From an optimization exercise on the open Yosys and OpenROAD flow, aimed at a short achievable clock period and few clock cycles; shortcuts taken in it are not production practice.
Function was checked by simulation only, so behaviour that the tests miss may differ from the original.

==> trial 44: inputs <==
Design nibble_core, start of the top module:
module nibble_core (
    input  wire         clk,
    input  wire         rst_n,         
    input  wire         cmd_valid,
    output wire         cmd_ready,
    input  wire [127:0] cmd_word,
    output wire         done,
    output wire [2:0]   result,
    output reg          vram_req,
    output reg          vram_we,
    output reg  [15:0]  vram_addr,
    output reg  [7:0]   vram_wdata,
    input  wire         vram_gnt,
    input  wire [7:0]   vram_rdata,
    output reg          text_req,
    output reg  [15:0]  text_addr,
    input  wire         text_gnt,
    input  wire [7:0]   text_rdata,
    output reg          font_req,
    output reg  [8:0]   font_addr,
    input  wire         font_gnt,
    input  wire [7:0]   font_rdata
);
Settings: LEC_CHECK=0, ABC_CLOCK_PERIOD_IN_PS=2400, CAP_MARGIN=20, CORE_MARGIN=2, CORE_UTILIZATION=40, SETUP_SLACK_MARGIN=4.2, SLEW_MARGIN=20; clock period 6.5 ns.
run.sh (not shown) runs the stock make flow with config.mk's settings and CLKGATE_MAP_FILE= SYNTH_SCRIPT=/design/flow/synth_recipe.tcl, a recipe that flattens the netlist after the stock synthesis.
==> inputs of build 68, as changes to trial 44 <==
--- a/flow/design.v
+++ b/flow/design.v
@@ -65,16 +65,17 @@
     wire [15:0] c_x1  = cmd_word[55:40];
     wire [15:0] c_y1  = cmd_word[71:56];
     reg  [8:0]  q_op;                
     reg         zA, zB, zC, zD, zE, zF, zG;    
     reg         q_xoor, q_yoor, q_x1oor, q_y1oor, q_vert, q_horz;
     reg         q_px_col, q_ln_col, q_gl_oor, q_gl_col, q_cl_col, q_sa_oor;
     reg         pd_sxok;    
     reg [15:0]  yc, yc1, ysc;        
+    reg [7:0]   q_hnk, q_vnr;
     always @(posedge clk) begin
         cw       <= cmd_word;
         q_op     <= {cmd_word[7:0] == OP_DRAWSTRING, cmd_word[7:0] == OP_DRAWGLYPH,
                      cmd_word[7:0] == OP_DRAWLINE,   cmd_word[7:0] == OP_SETPIXEL,
                      cmd_word[7:0] == OP_CLEAR,      cmd_word[7:0] == OP_RMW,
                      cmd_word[7:0] == OP_WRBYTE,     cmd_word[7:0] == OP_SETSTEP,
                      cmd_word[7:0] == OP_SETADDR};
         zA       <= (cmd_word[127:120] == 0);
@@ -92,16 +93,18 @@
         q_horz   <= (c_y == c_y1) && (c_x < c_x1);
         q_px_col <= (cmd_word[47:44] != 4'd0);
         q_ln_col <= (cmd_word[79:76] != 4'd0);
         q_gl_oor <= (c_x > W - 8) || (c_y > H - 8);
         q_gl_col <= (cmd_word[47:44] != 4'd0) || (cmd_word[55:52] != 4'd0);
         q_cl_col <= (cmd_word[15:12] != 4'd0);
         q_sa_oor <= (c_x >= SBC);
         pd_sxok  <= (cmd_word[39:24] <= W - 8) && (cmd_word[55:40] <= H - 8);
+        q_hnk    <= cmd_word[48:41] - cmd_word[16:9];
+        q_vnr    <= cmd_word[63:56] - cmd_word[31:24];
         yc       <= {1'b0, cmd_word[31:24], 7'd0} + {3'd0, cmd_word[31:24], 5'd0} + {8'd0, cmd_word[16:9]};
         yc1      <= {1'b0, cmd_word[63:56], 7'd0} + {3'd0, cmd_word[63:56], 5'd0} + {8'd0, cmd_word[48:41]};
         ysc      <= {1'b0, cmd_word[47:40], 7'd0} + {3'd0, cmd_word[47:40], 5'd0} + {8'd0, cmd_word[32:25]};
     end
     wire z120 = zA;
     wire z80  = z120 && zB;
     wire z72  = z80 && zC;
     wire z48  = z72 && zD;
@@ -152,18 +155,18 @@
     wire [15:0] d_a0  = yc;
     wire [15:0] d_a0p = yc + 16'd1;
     wire [15:0] d_a0q = yc + 16'd2;
     wire [15:0] d_a1  = yc1;
     wire [15:0] d_a0r = yc + RB;
     wire [15:0] d_sa0 = ysc;
     wire [15:0] d_sa0r= ysc + RB;
     wire [15:0] d_ga4 = yc + 16'd4;
-    wire [7:0]  d_hnk = d_x1[8:1] - d_x[8:1];       
-    wire [7:0]  d_vnr = d_y1[7:0] - d_y[7:0];       
+    wire [7:0]  d_hnk = q_hnk;       
+    wire [7:0]  d_vnr = q_vnr;       
     wire [3:0]  d_gfg = cw[43:40];
     wire [3:0]  d_gbg = cw[51:48];
     wire [8:0]  d_sroom9 = 9'd312 - d_sx[8:0];
     wire [5:0]  d_sroom  = pd_sxok ? (d_sroom9[8:3] + 6'd1) : 6'd0;
     assign dec_fin = pd_fin || (pd_wrbyte && addr_oor) || (pd_rmw && (addr_oor || STEP));
     wire   dec_go  = !dec_fin;
     wire k_wrbyte = q_op[2];
     wire k_rmw    = q_op[3];
@@ -257,18 +260,20 @@
             3'b110: begin hb = erow[4]; lb = erow[3]; end
             default: begin hb = erow[2]; lb = erow[1]; end
         endcase
     end
     reg  p_k0;                      
     reg  p_i0;                      
     reg  p_li;                      
     wire p_first_k = p_k0;
-    wire p_last_k  = (p_k == nk_last);
-    wire p_last_r  = (p_r == nr_last);
+    reg  p_lk;                      
+    reg  p_lr;                      
+    wire p_last_k  = p_lk;
+    wire p_last_r  = p_lr;
     wire p_last_i  = p_li;
     reg        p_part;
     reg [7:0]  p_keep, p_nd;
     reg        p_gate;
     always @(*) begin
         p_part = 1'b0; p_keep = 8'h00; p_nd = fill; p_gate = 1'b1;
         case (mode)
             M_FILL: begin
@@ -376,42 +381,48 @@
                 else if (!q1v) q1 <= p_op;
                 q0v <= q0v || ld;
                 q1v <= q1v || (q0v && ld);
             end
             if (ld) begin
                 if (!p_last_k) begin
                     p_k    <= p_k + 8'd1;
                     p_k0   <= 1'b0;
+                    p_lk   <= (p_k + 8'd1 == nk_last);
                     p_addr <= p_addr + 16'd1;
                 end else if (!p_last_r) begin
                     p_k       <= 8'd0;
                     p_k0      <= 1'b1;
+                    p_lk      <= (nk_last == 8'd0);
                     p_r       <= p_r + 8'd1;
+                    p_lr      <= (p_r + 8'd1 == nr_last);
                     p_rsel    <= {p_rsel[6:0], p_rsel[7]};
                     p_rowaddr <= p_rowaddr + RB;
                     p_addr    <= p_rowaddr + RB;
                 end else if (mode == M_GLY && !p_tail && (!p_last_i || xodd)) begin
                     p_k <= 8'd0;
                     p_k0 <= 1'b1;
+                    p_lk <= 1'b0;
                     p_r <= 8'd0;
+                    p_lr <= 1'b0;
                     p_rsel <= 8'd1;
                     for (j = 0; j < 8; j = j + 1) pcol7[j] <= gbuf[8*j];
                     if (p_i[0]) begin gv1 <= 8'd0; buf_free[1] <= 1'b1; end
                     else        begin gv0 <= 8'd0; buf_free[0] <= 1'b1; end
                     p_charbase <= p_charbase + 16'd4;
                     p_rowaddr  <= p_charbase + 16'd4;
                     p_addr     <= p_charbase + 16'd4;
                     if (!p_last_i) begin
                         p_i <= p_i + 6'd1;
                         p_i0 <= 1'b0;
                         p_li <= (p_i + 6'd1 == ni_last);
                     end else begin
                         p_tail  <= 1'b1;
                         nk_last <= 8'd0;
+                        p_lk    <= 1'b1;
                     end
                 end else begin
                     p_valid <= 1'b0;
                 end
             end
             if (done_now) begin
                 done_q <= 1'b1;
                 if (upd_addr) begin
@@ -590,16 +601,17 @@
                         end
                         sc_active <= 1'b1;
                         sc_n_ok   <= 1'b1;
                     end
                 end
                 f_cnt <= 4'd0; f_wp <= 3'd0; f_rp <= 3'd0;
                 p_k <= 8'd0; p_r <= 8'd0; p_i <= 6'd0; p_tail <= 1'b0; p_rsel <= 8'd1;
                 p_k0 <= 1'b1; p_i0 <= 1'b1; p_li <= 1'b1;
+                p_lk <= 1'b1; p_lr <= 1'b1;
                 ni_last <= 6'd0;
                 r_col <= 1'b0; has_b <= 1'b0; b_ok <= 1'b1;
                 head_p <= 1'b0; tail_p <= 1'b0;
                 upd_addr <= 1'b0;
                 w_go <= 1'b1;
                 vram_we <= 1'b0;
                 if (k_wrbyte) begin
                     vram_we <= 1'b1; vram_addr <= ADDR; vram_wdata <= cw[15:8];
@@ -609,35 +621,38 @@
                     p_addr <= ADDR;
                     nk_last <= 8'd0; nr_last <= 8'd0;
                     vram_addr <= ADDR;
                 end
                 if (k_clear) begin
                     mode <= M_FILL; fill <= {cw[11:8], cw[11:8]};
                     p_addr <= 16'd0; p_rowaddr <= 16'd0;
                     nk_last <= RB - 1; nr_last <= H - 1;
+                    p_lk <= 1'b0; p_lr <= 1'b0;
                 end
                 if (k_pixel) begin
                     mode <= M_FILL; fill <= {cw[43:40], cw[43:40]};
                     p_addr <= d_a0; p_rowaddr <= d_a0;
                     nk_last <= 8'd0; nr_last <= 8'd0;
                     head_p <= d_x[0]; tail_p <= !d_x[0];
                     vram_addr <= d_a0;
                 end
                 if (k_vline) begin
                     mode <= M_FILL; fill <= {cw[75:72], cw[75:72]};
                     p_addr <= d_a0; p_rowaddr <= d_a0;
                     nk_last <= 8'd0; nr_last <= d_vnr;
+                    p_lr <= (d_vnr == 8'd0);
                     head_p <= d_x[0]; tail_p <= !d_x[0];
                     vram_addr <= d_a0;
                     r_addr <= d_a0r;
                 end
                 if (k_hline) begin
                     mode <= M_FILL; fill <= {cw[75:72], cw[75:72]};
                     nk_last <= d_hnk; nr_last <= 8'd0;
+                    p_lk <= (!d_x[0] && d_x1[0]) ? (d_hnk == 8'd2) : (d_hnk == 8'd0);
                     head_p <= d_x[0]; tail_p <= !d_x1[0];
                     tb_addr <= d_a1;
                     r_col <= 1'b1; r_addr <= d_a1;
                     vram_addr <= d_a0;
                     vram_we <= !d_x[0] && d_x1[0];
                     vram_wdata <= {cw[75:72], cw[75:72]};
                     q0 <= {d_a0p, 1'b0, 8'h00, cw[75:72], cw[75:72], 3'b000};
                     if (!d_x[0] && d_x1[0]) begin
@@ -647,16 +662,17 @@
                     end
                 end
                 if (k_glyph) begin
                     mode <= M_GLY; xodd <= d_x[0]; upd_addr <= 1'b1;
                     fg <= d_gfg; bg <= d_gbg;
                     G0 <= cw[119:56]; gv0 <= 8'hFF; gv1 <= 8'h00;
                     p_rowaddr <= d_a0; p_charbase <= d_a0;
                     nk_last <= 8'd3; nr_last <= 8'd7;
+                    p_lk <= 1'b0; p_lr <= 1'b0;
                     tb_addr <= d_ga4; nr <= 8'd8;
                     vram_we <= !d_x[0]; vram_addr <= d_a0;
                     vram_wdata <= {cw[63] ? d_gfg : d_gbg, cw[62] ? d_gfg : d_gbg};
                     q0 <= {d_a0p, 1'b0, 8'h00, 8'h00, 1'b1, cw[61], cw[60]};
                     r_addr <= d_a0r;
                     has_b <= d_x[0];
                     if (d_x[0]) begin
                         p_addr <= d_a0;
@@ -666,16 +682,17 @@
                 end
                 if (k_string) begin
                     mode <= M_GLY; xodd <= d_sx[0]; upd_addr <= 1'b1;
                     fg <= cw[59:56]; bg <= cw[67:64];
                     gv0 <= 8'h00; gv1 <= 8'h00; buf_free <= 2'b11;
                     w_go <= 1'b0; b_ok <= 1'b0;
                     p_addr <= d_sa0; p_rowaddr <= d_sa0; p_charbase <= d_sa0;
                     nk_last <= 8'd3; nr_last <= 8'd7;
+                    p_lk <= 1'b0; p_lr <= 1'b0;
                     tb_addr <= d_sa0; nr <= 8'd8;
                     vram_addr <= d_sa0;
                     r_addr <= d_sa0r;
                     has_b <= d_sx[0] && pd_sxok;
                     sc_n      <= 6'd0;
                     sc_first  <= 1'b1;
                     sc_room   <= d_sroom;
                     sc_colbad <= (cw[63:60] != 4'd0) || (cw[71:68] != 4'd0);
Settings changed: ABC_CLOCK_PERIOD_IN_PS 2400 to 2200, SETUP_SLACK_MARGIN 4.2 to 4.5.
==> inputs of trial 58, as changes to trial 44 <==
--- a/flow/design.v
+++ b/flow/design.v
@@ -92,19 +92,19 @@
         q_horz   <= (c_y == c_y1) && (c_x < c_x1);
         q_px_col <= (cmd_word[47:44] != 4'd0);
         q_ln_col <= (cmd_word[79:76] != 4'd0);
         q_gl_oor <= (c_x > W - 8) || (c_y > H - 8);
         q_gl_col <= (cmd_word[47:44] != 4'd0) || (cmd_word[55:52] != 4'd0);
         q_cl_col <= (cmd_word[15:12] != 4'd0);
         q_sa_oor <= (c_x >= SBC);
         pd_sxok  <= (cmd_word[39:24] <= W - 8) && (cmd_word[55:40] <= H - 8);
-        yc       <= {1'b0, cmd_word[31:24], 7'd0} + {3'd0, cmd_word[31:24], 5'd0} + {8'd0, cmd_word[16:9]};
-        yc1      <= {1'b0, cmd_word[63:56], 7'd0} + {3'd0, cmd_word[63:56], 5'd0} + {8'd0, cmd_word[48:41]};
-        ysc      <= {1'b0, cmd_word[47:40], 7'd0} + {3'd0, cmd_word[47:40], 5'd0} + {8'd0, cmd_word[32:25]};
+        yc       <= {cmd_word[32:24], 7'd0} + {cmd_word[34:24], 5'd0} + {1'b0, cmd_word[23:9]};
+        yc1      <= {cmd_word[64:56], 7'd0} + {cmd_word[66:56], 5'd0} + {1'b0, cmd_word[55:41]};
+        ysc      <= {cmd_word[48:40], 7'd0} + {cmd_word[50:40], 5'd0} + {1'b0, cmd_word[39:25]};
     end
     wire z120 = zA;
     wire z80  = z120 && zB;
     wire z72  = z80 && zC;
     wire z48  = z72 && zD;
     wire z24  = z48 && zE;
     wire z16  = z24 && zF;
     wire z9   = z16 && zG;
@@ -215,17 +215,16 @@
     reg [7:0]   fd [0:7];
     reg [2:0]   f_wp, f_rp;
     reg [3:0]   f_cnt;
     reg         rd_cap_q;
     reg         sc_active;
     reg         tcap_q;
     reg [5:0]   sc_n;
     reg [5:0]   sc_room;
-    reg         sc_first;            
     reg         sc_colbad;
     reg [5:0]   codes [0:39];
     reg         sc_n_ok;
     reg [5:0]   f_char;
     reg [2:0]   f_row;
     reg         f_busy;
     reg         fo_buf;  reg [2:0] fo_row;
     reg         fcap_q;
@@ -253,23 +252,20 @@
             3'b010: begin hb = erow[3]; lb = erow[2]; end
             3'b011: begin hb = erow[1]; lb = erow[0]; end
             3'b100: begin hb = erow[8]; lb = erow[7]; end
             3'b101: begin hb = erow[6]; lb = erow[5]; end
             3'b110: begin hb = erow[4]; lb = erow[3]; end
             default: begin hb = erow[2]; lb = erow[1]; end
         endcase
     end
-    reg  p_k0;                      
-    reg  p_i0;                      
-    reg  p_li;                      
-    wire p_first_k = p_k0;
+    wire p_first_k = (p_k == 8'd0);
     wire p_last_k  = (p_k == nk_last);
     wire p_last_r  = (p_r == nr_last);
-    wire p_last_i  = p_li;
+    wire p_last_i  = (p_i == ni_last);
     reg        p_part;
     reg [7:0]  p_keep, p_nd;
     reg        p_gate;
     always @(*) begin
         p_part = 1'b0; p_keep = 8'h00; p_nd = fill; p_gate = 1'b1;
         case (mode)
             M_FILL: begin
                 if (p_first_k && head_p) begin
@@ -281,17 +277,17 @@
             M_RMW: begin
                 p_part = 1'b1; p_keep = ~rmw_m; p_nd = rmw_v;
             end
             default: begin
                 if (p_tail) begin
                     p_part = 1'b1; p_keep = 8'h0F;
                 end else begin
                     p_gate = grow_v;
-                    if (xodd && p_i0 && p_first_k) begin
+                    if (xodd && p_i == 6'd0 && p_first_k) begin
                         p_part = 1'b1; p_keep = 8'hF0;
                     end else begin
                         p_nd = 8'h00;    
                     end
                 end
             end
         endcase
     end
@@ -308,19 +304,17 @@
     wire [35:0] p_op = {p_addr, p_part, p_keep, p_nd, mode == M_GLY, p_tail ? pc : hb, lb};
     assign done_now  = last_pend && vram_gnt;
     wire font_free = !font_req || font_gnt;
     wire [7:0] tc = text_rdata;
     wire       tc_zero = (tc == 8'd0);
     wire       tc_ok   = (tc[7:5] == 3'b001) || (tc[7:5] == 3'b010);
     wire       sc_now  = sc_active && tcap_q;
     reg  [5:0] f_navail;            
-    reg  [5:0] cur_code;
-    reg        code_ok;
-    wire f_can     = sc_n_ok && (f_busy || ((f_navail != 6'd0) && buf_free[f_char[0]] && code_ok));
+    wire f_can     = sc_n_ok && (f_busy || ((f_navail != 6'd0) && buf_free[f_char[0]]));
     reg  f_inc;                     
     wire f_dec     = font_free && f_can && (f_row == 3'd7);
     integer j;
     always @(posedge clk) begin
         if (!rst_n) begin
             busy <= 1'b0; dec <= 1'b0; done_q <= 1'b0; result_q <= E_OK; last_pend <= 1'b0;
             b_arm <= 1'b0; f_inc <= 1'b0;
             ADDR <= 16'd0; STEP <= 1'b0; addr_oor <= 1'b0;
@@ -335,21 +329,19 @@
             upd_addr <= 1'b0;
         end else begin
             done_q <= 1'b0;
             rd_cap_q <= vram_req && vram_gnt && !vram_we;
             if (rd_cap_q) begin
                 fd[f_wp] <= vram_rdata;
                 f_wp <= f_wp + 3'd1;
             end
-            if (rd_cap_q && !pop)      f_cnt <= f_cnt + 4'd1;
-            else if (!rd_cap_q && pop) f_cnt <= f_cnt - 4'd1;
+            f_cnt <= f_cnt + {3'd0, rd_cap_q} - {3'd0, pop};
             if (pop) f_rp <= f_rp + 3'd1;
-            if (do_r && !pop)      occ <= occ + 4'd1;
-            else if (!do_r && pop) occ <= occ - 4'd1;
+            occ <= occ + {3'd0, do_r} - {3'd0, pop};
             if (port_free) vram_req <= 1'b0;
             if (do_w)          last_pend <= !p_valid && !q1v;
             else if (vram_gnt) last_pend <= 1'b0;
             if (do_r) begin
                 vram_req  <= 1'b1;
                 vram_we   <= 1'b0;
                 vram_addr <= r_addr;
                 if (r_cnt == 8'd1 && !r_col && has_b) begin
@@ -375,40 +367,35 @@
                 if (!q0v) q0 <= p_op;
                 else if (!q1v) q1 <= p_op;
                 q0v <= q0v || ld;
                 q1v <= q1v || (q0v && ld);
             end
             if (ld) begin
                 if (!p_last_k) begin
                     p_k    <= p_k + 8'd1;
-                    p_k0   <= 1'b0;
                     p_addr <= p_addr + 16'd1;
                 end else if (!p_last_r) begin
                     p_k       <= 8'd0;
-                    p_k0      <= 1'b1;
                     p_r       <= p_r + 8'd1;
                     p_rsel    <= {p_rsel[6:0], p_rsel[7]};
                     p_rowaddr <= p_rowaddr + RB;
                     p_addr    <= p_rowaddr + RB;
                 end else if (mode == M_GLY && !p_tail && (!p_last_i || xodd)) begin
                     p_k <= 8'd0;
-                    p_k0 <= 1'b1;
                     p_r <= 8'd0;
                     p_rsel <= 8'd1;
                     for (j = 0; j < 8; j = j + 1) pcol7[j] <= gbuf[8*j];
                     if (p_i[0]) begin gv1 <= 8'd0; buf_free[1] <= 1'b1; end
                     else        begin gv0 <= 8'd0; buf_free[0] <= 1'b1; end
                     p_charbase <= p_charbase + 16'd4;
                     p_rowaddr  <= p_charbase + 16'd4;
                     p_addr     <= p_charbase + 16'd4;
                     if (!p_last_i) begin
                         p_i <= p_i + 6'd1;
-                        p_i0 <= 1'b0;
-                        p_li <= (p_i + 6'd1 == ni_last);
                     end else begin
                         p_tail  <= 1'b1;
                         nk_last <= 8'd0;
                     end
                 end else begin
                     p_valid <= 1'b0;
                 end
             end
@@ -431,45 +418,30 @@
                     G1[8*j +: 8] <= font_rdata;
                     gv1[j] <= 1'b1;
                 end
                 if (fcap_q && !fcap_buf && fcap_row == j) begin
                     G0[8*j +: 8] <= font_rdata;
                     gv0[j] <= 1'b1;
                 end
             end
-            cur_code <= codes[f_char];
-            code_ok  <= 1'b1;
             if (font_free) begin
                 font_req <= 1'b0;
                 if (f_can) begin
                     font_req  <= 1'b1;
-                    font_addr <= {cur_code, f_row};
+                    font_addr <= {codes[f_char], f_row};
                     fo_buf    <= f_char[0];
                     fo_row    <= f_row;
                     f_row     <= f_row + 3'd1;
                     if (f_row == 3'd0) buf_free[f_char[0]] <= 1'b0;
                     f_busy    <= (f_row != 3'd7);
                     if (f_row == 3'd7) f_char <= f_char + 6'd1;
-                    if (f_row == 3'd7) code_ok <= 1'b0;
                 end
             end
-            if (sc_now) sc_first <= 1'b0;
-            if (sc_now && sc_first && !tc_zero && !font_req) begin
-                font_req    <= 1'b1;
-                font_addr   <= {~tc[5], tc[4:0], 3'd0};
-                cur_code    <= {~tc[5], tc[4:0]};
-                fo_buf      <= 1'b0;
-                fo_row      <= 3'd0;
-                f_row       <= 3'd1;
-                f_busy      <= 1'b1;
-                buf_free[0] <= 1'b0;
-            end
-            if (f_inc && !f_dec)      f_navail <= f_navail + 6'd1;
-            else if (!f_inc && f_dec) f_navail <= f_navail - 6'd1;
+            f_navail <= f_navail + {5'd0, f_inc} - {5'd0, f_dec};
             f_inc    <= sc_now && !tc_zero;
             b_arm    <= 1'b0;
             if (b_arm) begin
                 b_ok <= 1'b1;
                 if (r_col) r_addr <= tb_addr;
             end
             tcap_q <= text_req && text_gnt;
             if (text_req && text_gnt) text_addr <= text_addr + 16'd1;
@@ -488,17 +460,16 @@
                         q1v      <= 1'b0;
                         r_cnt    <= 8'd0;
                         vram_req <= 1'b0;
                         font_req <= 1'b0;
                         sc_n_ok  <= 1'b0;
                     end else begin
                         w_go    <= 1'b1;
                         ni_last <= sc_n - 6'd1;
-                        p_li    <= (sc_n == 6'd1);
                         b_arm   <= 1'b1;
                     end
                 end else if (sc_room == 6'd0 || !tc_ok) begin
                     sc_active <= 1'b0;
                     text_req  <= 1'b0;
                     done_q    <= 1'b1;
                     result_q  <= (sc_room == 6'd0) ? E_ADDR : E_CHAR;
                     busy      <= 1'b0;
@@ -589,17 +560,16 @@
                             vram_req <= 1'b1; occ <= 4'd1; r_cnt <= 8'd7;
                         end
                         sc_active <= 1'b1;
                         sc_n_ok   <= 1'b1;
                     end
                 end
                 f_cnt <= 4'd0; f_wp <= 3'd0; f_rp <= 3'd0;
                 p_k <= 8'd0; p_r <= 8'd0; p_i <= 6'd0; p_tail <= 1'b0; p_rsel <= 8'd1;
-                p_k0 <= 1'b1; p_i0 <= 1'b1; p_li <= 1'b1;
                 ni_last <= 6'd0;
                 r_col <= 1'b0; has_b <= 1'b0; b_ok <= 1'b1;
                 head_p <= 1'b0; tail_p <= 1'b0;
                 upd_addr <= 1'b0;
                 w_go <= 1'b1;
                 vram_we <= 1'b0;
                 if (k_wrbyte) begin
                     vram_we <= 1'b1; vram_addr <= ADDR; vram_wdata <= cw[15:8];
@@ -636,17 +606,17 @@
                     head_p <= d_x[0]; tail_p <= !d_x1[0];
                     tb_addr <= d_a1;
                     r_col <= 1'b1; r_addr <= d_a1;
                     vram_addr <= d_a0;
                     vram_we <= !d_x[0] && d_x1[0];
                     vram_wdata <= {cw[75:72], cw[75:72]};
                     q0 <= {d_a0p, 1'b0, 8'h00, cw[75:72], cw[75:72], 3'b000};
                     if (!d_x[0] && d_x1[0]) begin
-                        p_k <= 8'd2; p_k0 <= 1'b0; p_addr <= d_a0q; p_rowaddr <= d_a0;
+                        p_k <= 8'd2; p_addr <= d_a0q; p_rowaddr <= d_a0;
                     end else begin
                         p_addr <= d_a0; p_rowaddr <= d_a0;
                     end
                 end
                 if (k_glyph) begin
                     mode <= M_GLY; xodd <= d_x[0]; upd_addr <= 1'b1;
                     fg <= d_gfg; bg <= d_gbg;
                     G0 <= cw[119:56]; gv0 <= 8'hFF; gv1 <= 8'h00;
@@ -656,32 +626,31 @@
                     vram_we <= !d_x[0]; vram_addr <= d_a0;
                     vram_wdata <= {cw[63] ? d_gfg : d_gbg, cw[62] ? d_gfg : d_gbg};
                     q0 <= {d_a0p, 1'b0, 8'h00, 8'h00, 1'b1, cw[61], cw[60]};
                     r_addr <= d_a0r;
                     has_b <= d_x[0];
                     if (d_x[0]) begin
                         p_addr <= d_a0;
                     end else begin
-                        p_k <= 8'd2; p_k0 <= 1'b0; p_addr <= d_a0q;
+                        p_k <= 8'd2; p_addr <= d_a0q;
                     end
                 end
                 if (k_string) begin
                     mode <= M_GLY; xodd <= d_sx[0]; upd_addr <= 1'b1;
                     fg <= cw[59:56]; bg <= cw[67:64];
                     gv0 <= 8'h00; gv1 <= 8'h00; buf_free <= 2'b11;
                     w_go <= 1'b0; b_ok <= 1'b0;
                     p_addr <= d_sa0; p_rowaddr <= d_sa0; p_charbase <= d_sa0;
                     nk_last <= 8'd3; nr_last <= 8'd7;
                     tb_addr <= d_sa0; nr <= 8'd8;
                     vram_addr <= d_sa0;
                     r_addr <= d_sa0r;
                     has_b <= d_sx[0] && pd_sxok;
                     sc_n      <= 6'd0;
-                    sc_first  <= 1'b1;
                     sc_room   <= d_sroom;
                     sc_colbad <= (cw[63:60] != 4'd0) || (cw[71:68] != 4'd0);
                     f_char    <= 6'd0;
                     f_row     <= 3'd0;
                     f_busy    <= 1'b0;
                     f_navail  <= 6'd0;
                     f_inc     <= 1'b0;
                 end
==> flow_summary.ini <==
[timing]
slew_headroom = 0.3005
worstMarginPinSlew_ns = 1.023

[power]
clkPwrFrac = 0.341
power_density_mw_per_mm2 = 269.7
netSwitchingPower_mw = 5.896

[worst_setup_path]
crit_slowest_cell = mux4_2
crit_buf_inv = 5

[final_layout]
clk_share = 0.05258
clkbuf_count = 154
nFlopsAndLatches = 1011

[synthesis]
synth_area_mm2 = 0.05183

[status]
status = finished clean
-- figures above: trial 58

==> flow_summary.ini <==
[timing]
worstMarginPinSlew_ns = 0.9122
slew_headroom = 0.3919

[worst_setup_path]
crit_slowest_cell = edfxtp_1

[final_layout]
clk_share = 0.05454
seq-cell-share = 0.3873
nFlopsAndLatches = 1044

[grt]
gr-total-overflow = 0

[synthesis]
synth_area_mm2 = 0.05276

[status]
status = finished clean

[power]
netSwitchingPower_mw = 5.659
-- figures above: build 68

==> flow_summary.ini <==
[timing]
slew_headroom = 0.2128
worstMarginPinSlew_ns = 1.172

[grt]
grt_pass1_wl_um = 301300

[final_layout]
clkbuf_count = 165
clk_share = 0.05562

[worst_setup_path]
crit_slowest_cell = edfxtp_1
cp-startpoint = vram_addr[0]

[synthesis]
synth_area_mm2 = 0.05258

[power]
power_density_mw_per_mm2 = 258.6
clkPwrFrac = 0.367

[status]
status = finished clean
-- figures above: trial 44

Testbench counts of trial 44, summed over its fixed seeds: cycles 105,496.
Testbench counts of build 68, summed over its fixed seeds: cycles 105,496.
Testbench counts of trial 58, summed over its fixed seeds: cycles 105,584.

-- re-timing with driven ports --
No port has a modelled driver above. Below, the same layouts with a new extraction and two added sets of constraints. Step 1, drivers: a clkbuf_16 drives clk and a buf_2 each remaining input, both assumed. Step 2 times the ports against the registers' clock, not the clock port: input delays grow and output delays shrink by t, the midpoint of the rising clock arrivals with the driver on. a / b / c = ideal / step 1 / step 2; a / b = the first two.
run	t (ns)	slack for setup (ns)	cell pins on the clock port's net
trial 44	0.830	3.704 / 3.624 / 3.082	1
build 68	0.832	3.635 / 3.557 / 3.012	1
trial 58	0.815	3.588 / 3.588 / 3.003	1
After both steps setup and hold are still met in every run listed. For build 68, which loses most, drivers alone change the setup slack by -0.078 ns; drivers and shift together by -0.623 ns.
